This is an optimization exercise on Yosys and OpenROAD, whose aim is small area, a short achievable clock period and few clock cycles, not a production implementation. Where RTL was checked, it was by simulation tests only, not by an equivalence proof against the original. Power and IR drop assume default switching activity.

## the baseline
Design alpide_decoder, start of the top module:
module alpide_decoder (
    input  wire        clk,
    input  wire        rst,
    input  wire        in_valid,
    output wire        in_ready,
    input  wire [1:0]  in_kind,
    input  wire [7:0]  in_data,
    output wire        out_valid,
    input  wire        out_ready,
    output wire        out_is_result,
    output wire [3:0]  hit_chip,
    output wire [5:0]  hit_region,
    output wire [9:0]  hit_dcol,
    output wire [10:0] hit_addr,
    output wire [3:0]  hit_flag,
    output wire        hit_prev_stuck,
    output wire [9:0]  hit_row,
    output wire [10:0] hit_col,
    output wire [2:0]  res_code,
    output wire        res_corrupt,
    output wire [2:0]  res_cause,
    output wire [15:0] res_pc,
    output wire [7:0]  res_byte,
    output wire [1:0]  res_remain,
    output wire [3:0]  st_chip,
    output wire [5:0]  st_region,
    output wire [3:0]  st_flags,
    output wire        st_new_event,
    output wire [3:0]  st_word_kind
);
Size in the first run: ~100 flip-flops, ~130 I/O pins.
clock: 8.0 ns
lec_check: 0
cap_margin: 20
core_margin: 2
core_utilization: 60
cts_buf_list: sky130_fd_sc_hd__clkbuf_4 sky130_fd_sc_hd__clkbuf_8
cts_cluster_diameter: 100
cts_cluster_size: 40
slew_margin: 20
standard.sh (not shown) runs the stock make flow with config.mk's settings and CLKGATE_MAP_FILE= SYNTH_SCRIPT=/design/flow/synth_recipe.tcl, a recipe that flattens the netlist after the stock synthesis.
==> flow/flow/run.sh <==
#!/bin/bash
# Standard ORFS layout (the standard.sh, unchanged synthesis), except that
# the port buffers that global placement inserts use the small buf_1 cell and
# the timing repair aims at a tighter setup margin.
set -euo pipefail
MARGIN=$(cat flow/margin.txt)
bash standard.sh "BUFFER_PORTS_ARGS=-buffer_cell sky130_fd_sc_hd__buf_1" "SETUP_SLACK_MARGIN=$MARGIN" finish > standard.log 2>&1
==> flow/flow/margin.txt <==
5.0
Testbench counts of the baseline, summed over its fixed seeds: cycles 102,851.
For the candidate, these inputs were changed with respect to the baseline:
--- a/flow/design.v
+++ b/flow/design.v
@@ -38,27 +38,27 @@
     localparam [3:0] K_CHIPTRL  = 4'd5;
     localparam [3:0] K_REGION   = 4'd6;
     localparam [3:0] K_DSHORT   = 4'd7;
     localparam [3:0] K_DLONG    = 4'd8;
     localparam [3:0] K_UNKNOWN  = 4'd9;
     localparam [2:0] R_SUCCESS    = 3'd0;
     localparam [2:0] R_FRAMING    = 3'd1;
     localparam [2:0] R_UNKNOWN    = 3'd2;
     localparam [2:0] R_INCOMPLETE = 3'd3;
     localparam [2:0] R_NOSTART    = 3'd4;
     localparam [2:0] R_TRUNCATED  = 3'd5;
     localparam [2:0] ST_WORD  = 3'd0;   
-    localparam [2:0] ST_B2    = 3'd1;   
-    localparam [2:0] ST_B3    = 3'd2;   
-    localparam [2:0] ST_SKIP  = 3'd3;   
+    localparam [2:0] ST_SKIP  = 3'd1;   
+    localparam [2:0] ST_B2    = 3'd2;   
+    localparam [2:0] ST_B3    = 3'd3;   
     localparam [2:0] ST_DRAIN = 3'd4;   
     reg  [2:0]  state;
     reg         in_rdy;
     reg  [3:0]  s_chip;
     reg  [5:0]  s_region;
     reg  [3:0]  s_flags;
     reg         s_new_event;
     reg  [3:0]  s_word_kind;
     reg         l_started;
     reg         l_finished;
     reg  [15:0] pc;           
     reg         pc_fresh;     
@@ -316,19 +316,19 @@
     assign hit_dcol       = {e_region, e_enc};
     assign hit_addr       = o_addr;
     assign hit_flag       = o_flag;
     assign hit_prev_stuck = o_stuck;
     assign hit_row        = {o_addr[10:2], ~o_addr[0]};
     assign hit_col        = {e_region, e_enc, o_addr[1] ^ o_addr[0]};
     assign res_code       = r_code;
     assign res_corrupt    = corrupt;
     assign res_cause      = {!w_b0[7], w_b0[7] & (w_b0[6] | l_started),
                              w_b0[7] & (w_b0[6] | !l_started)};
     assign res_pc         = pc;
     assign res_byte       = w_b0;
-    assign res_remain     = state[1:0];
+    assign res_remain     = (state == ST_B3) ? 2'd2 : 2'd1;
     assign st_chip        = s_chip;
     assign st_region      = s_region;
     assign st_flags       = s_flags;
     assign st_new_event   = s_new_event;
     assign st_word_kind   = s_word_kind;
 endmodule
[summary]
Max arrival time of the worst setup path across the baseline and the candidate: the baseline. Higher wire length on met1 was reported by the baseline, not the candidate. The candidate: placement-stage worst setup slack 0.38 ns above the baseline. Effective utilization at floorplan | the candidate above the baseline. The run showing the greater average wire per standard cell is the baseline.
Testbench counts of the candidate, summed over its fixed seeds: cycles 102,851.

* * *

Setup of run P:
alpide_decoder with an RTL version that a note above also has.
Size: about 570 cells after synthesis.
==> flow/config.mk <==
export PLATFORM = sky130hd
export DESIGN_NAME = alpide_decoder
export DESIGN_NICKNAME = alpide_decoder
export VERILOG_FILES = /design/flow/design.v
export SDC_FILE = /design/flow/constraint.sdc
export NUM_CORES = 4
export LEC_CHECK = 0
export CAP_MARGIN = 20
export CORE_MARGIN = 2
export CORE_UTILIZATION = 40
export CTS_BUF_LIST = sky130_fd_sc_hd__clkbuf_4 sky130_fd_sc_hd__clkbuf_8
export CTS_CLUSTER_DIAMETER = 100
export CTS_CLUSTER_SIZE = 40
export SETUP_SLACK_MARGIN = 5
export SLEW_MARGIN = 20
==> flow/constraint.sdc <==
create_clock -name core_clock -period 8.0 [get_ports {clk}]
set_input_delay 1.6000 -clock core_clock [delete_from_list [all_inputs] [get_ports {clk}]]
set_output_delay 1.6000 -clock core_clock [all_outputs]
set_load 0.01 [all_outputs]
==> flow/flow/run.sh <==
#!/bin/bash
# Standard ORFS layout (the standard.sh, unchanged synthesis), except that
# the port buffers that global placement inserts use the small buf_1 cell.
set -euo pipefail
export BUFFER_PORTS_ARGS="-buffer_cell sky130_fd_sc_hd__buf_1"
bash standard.sh > standard.log 2>&1
Testbench counts of run P, summed over its fixed seeds: cycles 102,851.
The inputs of run B differ from those of run P as listed below.
--- a/flow/design.v
+++ b/flow/design.v
@@ -57,15 +57,14 @@
     reg  [5:0]  s_region;
     reg  [3:0]  s_flags;
     reg         s_new_event;
     reg  [3:0]  s_word_kind;
     reg         l_started;
     reg         l_finished;
     reg  [15:0] pc;           
-    reg         pc_fresh;     
     reg  [7:0]  w_b0;         
     reg  [7:0]  w_b1;         
     reg         pend;         
     reg         res_wait;     
     reg  [2:0]  r_code;       
     reg         o_valid;
     reg         o_res;
@@ -185,33 +184,40 @@
             o_valid_n = 1'b1; o_res_n = 1'b0;
         end
         if (emit_res) begin
             o_valid_n = 1'b1; o_res_n = 1'b1;
         end
         res_wait_n = (res_wait || beat_end) && !emit_res;
     end
-    wire [6:0] e_map_x = emit_extra ? x_map : e_map;
-    wire       b3_n    = (state == ST_B2 && beat_byte && !w_b0[6]) ||
-                         (state == ST_B3 && !map_now && !res_fire);
     wire rdy_n = !res_wait_n && !(o_valid_n && o_res_n) &&
-                 !(pend_n && (o_valid_n || (w_b0[6] && e_map_x != 7'd0))) &&
-                 !(b3_n && e_map_x != 7'd0);
-    wire [1:0] w_len = w_b0[7] ? ((w_b0[5:4] == 2'b10) ? 2'd2 : 2'd1)
-                               : (w_b0[6] ? 2'd2 : 2'd3);
+                 !(pend_n && (o_valid_n || (w_b0[6] && e_map_n != 7'd0))) &&
+                 !(state_n == ST_B3 && e_map_n != 7'd0);
+    reg [1:0] pc_inc;
+    always @(*) begin
+        case (state)
+            ST_WORD: pc_inc = 2'd1;
+            ST_B3:   pc_inc = 2'd3;
+            default: pc_inc = 2'd2;
+        endcase
+    end
+    wire pc_step = beat_byte &&
+                   ((state == ST_WORD && state_n == ST_WORD) ||
+                    state == ST_SKIP || state == ST_B3 ||
+                    (state == ST_B2 && w_b0[6]));
     always @(posedge clk) begin
         if (rst) begin
             state       <= ST_WORD;
             in_rdy      <= 1'b1;
             s_chip      <= CHIP_ID_NONE;
             s_region    <= REGION_NONE;
             s_flags     <= 4'd0;
             s_new_event <= 1'b1;
             l_started   <= 1'b0;
             l_finished  <= 1'b0;
-            pc_fresh    <= 1'b1;
+            pc          <= 16'd0;
             pend        <= 1'b0;
             res_wait    <= 1'b0;
             o_valid     <= 1'b0;
             o_res       <= 1'b0;
             e_map       <= 7'd0;
             last_valid  <= 1'b0;
             corrupt     <= 1'b0;
@@ -219,18 +225,16 @@
             state     <= state_n;
             in_rdy    <= rdy_n;
             pend      <= pend_n;
             e_map     <= e_map_n;
             o_valid   <= o_valid_n;
             o_res     <= o_res_n;
             res_wait  <= res_wait_n;
-            if (beat_byte && state == ST_WORD) begin
-                pc       <= pc_fresh ? 16'd0 : pc + {14'd0, w_len};
-                pc_fresh <= 1'b0;
-            end
+            if (pc_step)
+                pc <= pc + {14'd0, pc_inc};
             if (emit_base) begin
                 e_chip      <= s_chip;
                 e_region    <= s_region;
                 e_enc       <= b_enc;
                 o_addr      <= {1'b0, b_addr};
                 o_stuck     <= b_stuck;
                 last_valid  <= 1'b1;
@@ -244,15 +248,15 @@
                 corrupt <= 1'b1;
             if (res_fire) begin
                 l_started  <= 1'b0;
                 l_finished <= 1'b0;
                 s_region   <= REGION_NONE;
                 s_chip     <= CHIP_ID_NONE;
                 s_flags    <= 4'd0;
-                pc_fresh   <= 1'b1;
+                pc         <= 16'd0;
                 corrupt    <= 1'b0;
             end
             if (beat_clr)
                 last_valid <= 1'b0;
             if (beat_end) begin
                 if (state == ST_B2 || state == ST_B3)
                     r_code <= R_TRUNCATED;
==> summary.txt <==
Run B finished all stages; the layout is clean.
Non-filler instance count after layout was lower in the run labelled run P.
Going from run P to run B, pin count of the biggest net entering global routing shrank by a few percent.
Total core area (run B over run P): increase, about 0.4%
The final reports for run B and run P show area share of xor/xnor cells in the synthesized design lower in the former.
Going from run P to run B, the share of the core filled with cells in the final layout was found to have gone up by 3.5 points.
Run B vs run P: cell area up by a little under 10%
No functional check of the RTL was part of run B.

* * *

Another version of the RTL of alpide_decoder (not shown whole).
Size in the first run: ~560 cells after synthesis, ~92 flip-flops, ~5100 µm² of cells after synthesis.
make LEC_CHECK=0 CAP_MARGIN=20 CORE_MARGIN=2 CORE_UTILIZATION=40 CTS_BUF_LIST='sky130_fd_sc_hd__clkbuf_4 sky130_fd_sc_hd__clkbuf_8' CTS_CLUSTER_DIAMETER=100 CTS_CLUSTER_SIZE=40 SETUP_SLACK_MARGIN=5 SLEW_MARGIN=20 finish   # period 8.0 ns
run.sh (not shown) runs the stock make flow with config.mk's settings and CLKGATE_MAP_FILE= SYNTH_SCRIPT=/design/flow/synth_recipe.tcl, a recipe that flattens the netlist after the stock synthesis.
Stock flow here: none of the scripts above is used.
The baseline went through all stages and came out clean.
Edit:
--- a/flow/design.v
+++ b/flow/design.v
@@ -48,31 +48,33 @@
     localparam [2:0] R_TRUNCATED  = 3'd5;
     localparam [2:0] ST_WORD  = 3'd0;   
     localparam [2:0] ST_SKIP  = 3'd1;   
     localparam [2:0] ST_B2    = 3'd2;   
     localparam [2:0] ST_B3    = 3'd3;   
     localparam [2:0] ST_DRAIN = 3'd4;   
     reg  [2:0]  state;
     reg         in_rdy;
     reg  [3:0]  s_chip;
     reg  [5:0]  s_region;
     reg  [3:0]  s_flags;
     reg         s_new_event;
+    reg  [3:0]  s_word_kind;
     reg         l_started;
     reg         l_finished;
     reg  [15:0] pc;           
     reg  [7:0]  w_b0;         
     reg  [7:0]  w_b1;         
     reg         pend;         
     reg         res_wait;     
+    reg  [2:0]  r_code;       
     reg         o_valid;
     reg         o_res;
     reg  [3:0]  e_chip;
     reg  [5:0]  e_region;
     reg  [3:0]  e_enc;
     reg  [10:0] o_addr;       
     reg         o_stuck;
     reg  [6:0]  e_map;        
     reg         last_valid;
     reg         corrupt;
     function [3:0] classify;
         input [7:0] b;
@@ -81,25 +83,24 @@
             else if (b == 8'hF1)             classify = K_BUSYON;
             else if (b == 8'hF0)             classify = K_BUSYOFF;
             else if ((b & 8'hF0) == 8'hA0)   classify = K_CHIPHDR;
             else if ((b & 8'hF0) == 8'hB0)   classify = K_CHIPTRL;
             else if ((b & 8'hF0) == 8'hE0)   classify = K_EMPTY;
             else if ((b & 8'hE0) == 8'hC0)   classify = K_REGION;
             else if ((b & 8'hC0) == 8'h40)   classify = K_DSHORT;
             else if ((b & 8'hC0) == 8'h00)   classify = K_DLONG;
             else                             classify = K_UNKNOWN;
         end
     endfunction
     wire [3:0] kind   = classify(in_data);
-    wire [3:0] b0kind = classify(w_b0);    
     wire       pend_long = pend && !w_b0[6];
     wire in_fire   = in_valid && in_rdy;
     wire out_free  = !o_valid || out_ready;
     wire res_fire  = o_valid && o_res && out_ready;
     wire hit_fire  = o_valid && !o_res && out_ready;
     wire beat_byte = in_fire && (in_kind == 2'd0);
     wire beat_end  = in_fire && (in_kind == 2'd1);
     wire beat_clr  = in_fire && (in_kind == 2'd2);
     wire map_now   = beat_byte && (state == ST_B3);
     wire        map_busy = (e_map != 7'd0);
     wire [9:0]  b_addr   = {w_b0[1:0], w_b1};
     wire [3:0]  b_enc    = w_b0[5:2];
@@ -247,87 +248,91 @@
                 corrupt <= 1'b1;
             if (res_fire) begin
                 l_started  <= 1'b0;
                 l_finished <= 1'b0;
                 s_region   <= REGION_NONE;
                 s_chip     <= CHIP_ID_NONE;
                 s_flags    <= 4'd0;
                 pc         <= 16'd0;
                 corrupt    <= 1'b0;
             end
             if (beat_clr)
                 last_valid <= 1'b0;
+            if (beat_end) begin
+                if (state == ST_B2 || state == ST_B3)
+                    r_code <= R_TRUNCATED;
+                else if (state != ST_DRAIN) begin
+                    if (l_started && !l_finished) r_code <= R_INCOMPLETE;
+                    else if (!l_started)          r_code <= R_NOSTART;
+                    else                          r_code <= R_SUCCESS;
+                end
+            end
             if (beat_byte) begin
                 case (state)
                     ST_WORD: begin
+                        s_word_kind <= kind;
                         w_b0        <= in_data;
                         case (kind)
+                            K_UNKNOWN: r_code <= R_UNKNOWN;
                             K_EMPTY: begin
                                 l_started  <= 1'b1;
                                 l_finished <= 1'b1;
                                 s_chip     <= in_data[3:0];
                             end
                             K_CHIPHDR: begin
                                 l_started   <= 1'b1;
                                 l_finished  <= 1'b0;
                                 s_new_event <= 1'b1;
                                 s_chip      <= in_data[3:0];
                             end
                             K_CHIPTRL: begin
-                                if (l_started && !l_finished) begin
+                                if (!l_started || l_finished)
+                                    r_code <= R_FRAMING;
+                                else begin
                                     s_flags    <= in_data[3:0];
                                     l_finished <= 1'b1;
                                     s_chip     <= CHIP_ID_NONE;
                                 end
                             end
                             K_REGION: begin
-                                if (l_started) begin
+                                if (!l_started)
+                                    r_code <= R_FRAMING;
+                                else begin
                                     s_region    <= {1'b0, in_data[4:0]};
                                     s_new_event <= 1'b0;
                                 end
                             end
+                            K_DSHORT, K_DLONG:
+                                if (!l_started) r_code <= R_FRAMING;
                             default: ;
                         endcase
                     end
                     ST_B2: w_b1 <= in_data;
                     default: ;
                 endcase
             end
         end
     end
     assign in_ready       = in_rdy;
     assign out_valid      = o_valid;
     assign out_is_result  = o_res;
     assign hit_chip       = e_chip;
     assign hit_region     = e_region;
     assign hit_dcol       = {e_region, e_enc};
     assign hit_addr       = o_addr;
     assign hit_flag       = o_flag;
     assign hit_prev_stuck = o_stuck;
     assign hit_row        = {o_addr[10:2], ~o_addr[0]};
     assign hit_col        = {e_region, e_enc, o_addr[1] ^ o_addr[0]};
-    reg [2:0] r_code;
-    always @(*) begin
-        if (state == ST_DRAIN)
-            r_code = (b0kind == K_UNKNOWN) ? R_UNKNOWN : R_FRAMING;
-        else if (state == ST_B2 || state == ST_B3)
-            r_code = R_TRUNCATED;
-        else if (l_started && !l_finished)
-            r_code = R_INCOMPLETE;
-        else if (!l_started)
-            r_code = R_NOSTART;
-        else
-            r_code = R_SUCCESS;
-    end
     assign res_code       = r_code;
     assign res_corrupt    = corrupt;
     assign res_cause      = {!w_b0[7], w_b0[7] & (w_b0[6] | l_started),
                              w_b0[7] & (w_b0[6] | !l_started)};
     assign res_pc         = pc;
     assign res_byte       = w_b0;
     assign res_remain     = (state == ST_B3) ? 2'd2 : 2'd1;
     assign st_chip        = s_chip;
     assign st_region      = s_region;
     assign st_flags       = s_flags;
     assign st_new_event   = s_new_event;
-    assign st_word_kind   = b0kind;
+    assign st_word_kind   = s_word_kind;
 endmodule
Core utilization fell by 0.53 points.
Count of clock-buffer cells in the layout decreases by 4.
Die area increases by 7.1%.
Final area rises by 5.3%.
Setup slack improved by 0.37 ns.
Routed wire length is higher by 1.7%.
Power rises by 17%.
Clock skew hardly moves.
Via count rises by 3.8%.
Fmax came out higher by 11%.
Register-to-register slack loses 0.16 ns.
Final cell count came out higher by 2.1%.
First-iteration DRC count went up by 28%.
Clock power climbs by 29%.
Function was not checked in any run of this note: the RTL went through the layout flow alone.

==> re-timing with driven ports <==
No port has a modelled driver above. Below, the same layouts with a new extraction and two added sets of constraints.
Step 1 (the two cells are an assumption about what drives the block):
set clk [get_ports {clk}]
set_driving_cell -lib_cell sky130_fd_sc_hd__clkbuf_16 $clk
set_driving_cell -lib_cell sky130_fd_sc_hd__buf_2 [delete_from_list [all_inputs] $clk]
Step 2, shift: input delay + t, output delay - t, t = (earliest + latest rising clock arrival at the registers) / 2. This alone moves slack from input paths to output paths.
Three values: no drivers, after step 1, after step 2; two values: the first two.
run	shift t [ns]	setup slack, ns	hold slack, ns	slew at the worst register clock pin (ns)	cell pins on the clock port's net
the baseline	0.400	5.055 / 5.022 / 4.709	0.473 / 0.473 / 0.473	0.10 / 0.10	1
the candidate	0.394	5.079 / 5.048 / 4.700	0.477 / 0.477 / 0.477	0.10 / 0.10	1
run P	0.410	5.000 / 5.010 / 4.600	0.503 / 0.503 / 0.503	0.11 / 0.11	1
run B	0.408	4.719 / 4.694 / 4.286	0.497 / 0.497 / 0.497	0.10 / 0.10	1
the first run of note 3	0.401	4.413 / 4.375 / 4.498	0.479 / 0.479 / 0.479	0.09 / 0.09	1
the second run of note 3	0.409	4.782 / 4.735 / 4.325	0.480 / 0.480 / 0.480	0.10 / 0.10	1
After both steps setup and hold are still met in every run listed. The setup slack of the second run of note 3, which loses most, moves by -0.047 ns with the drivers and by -0.457 ns with both steps.
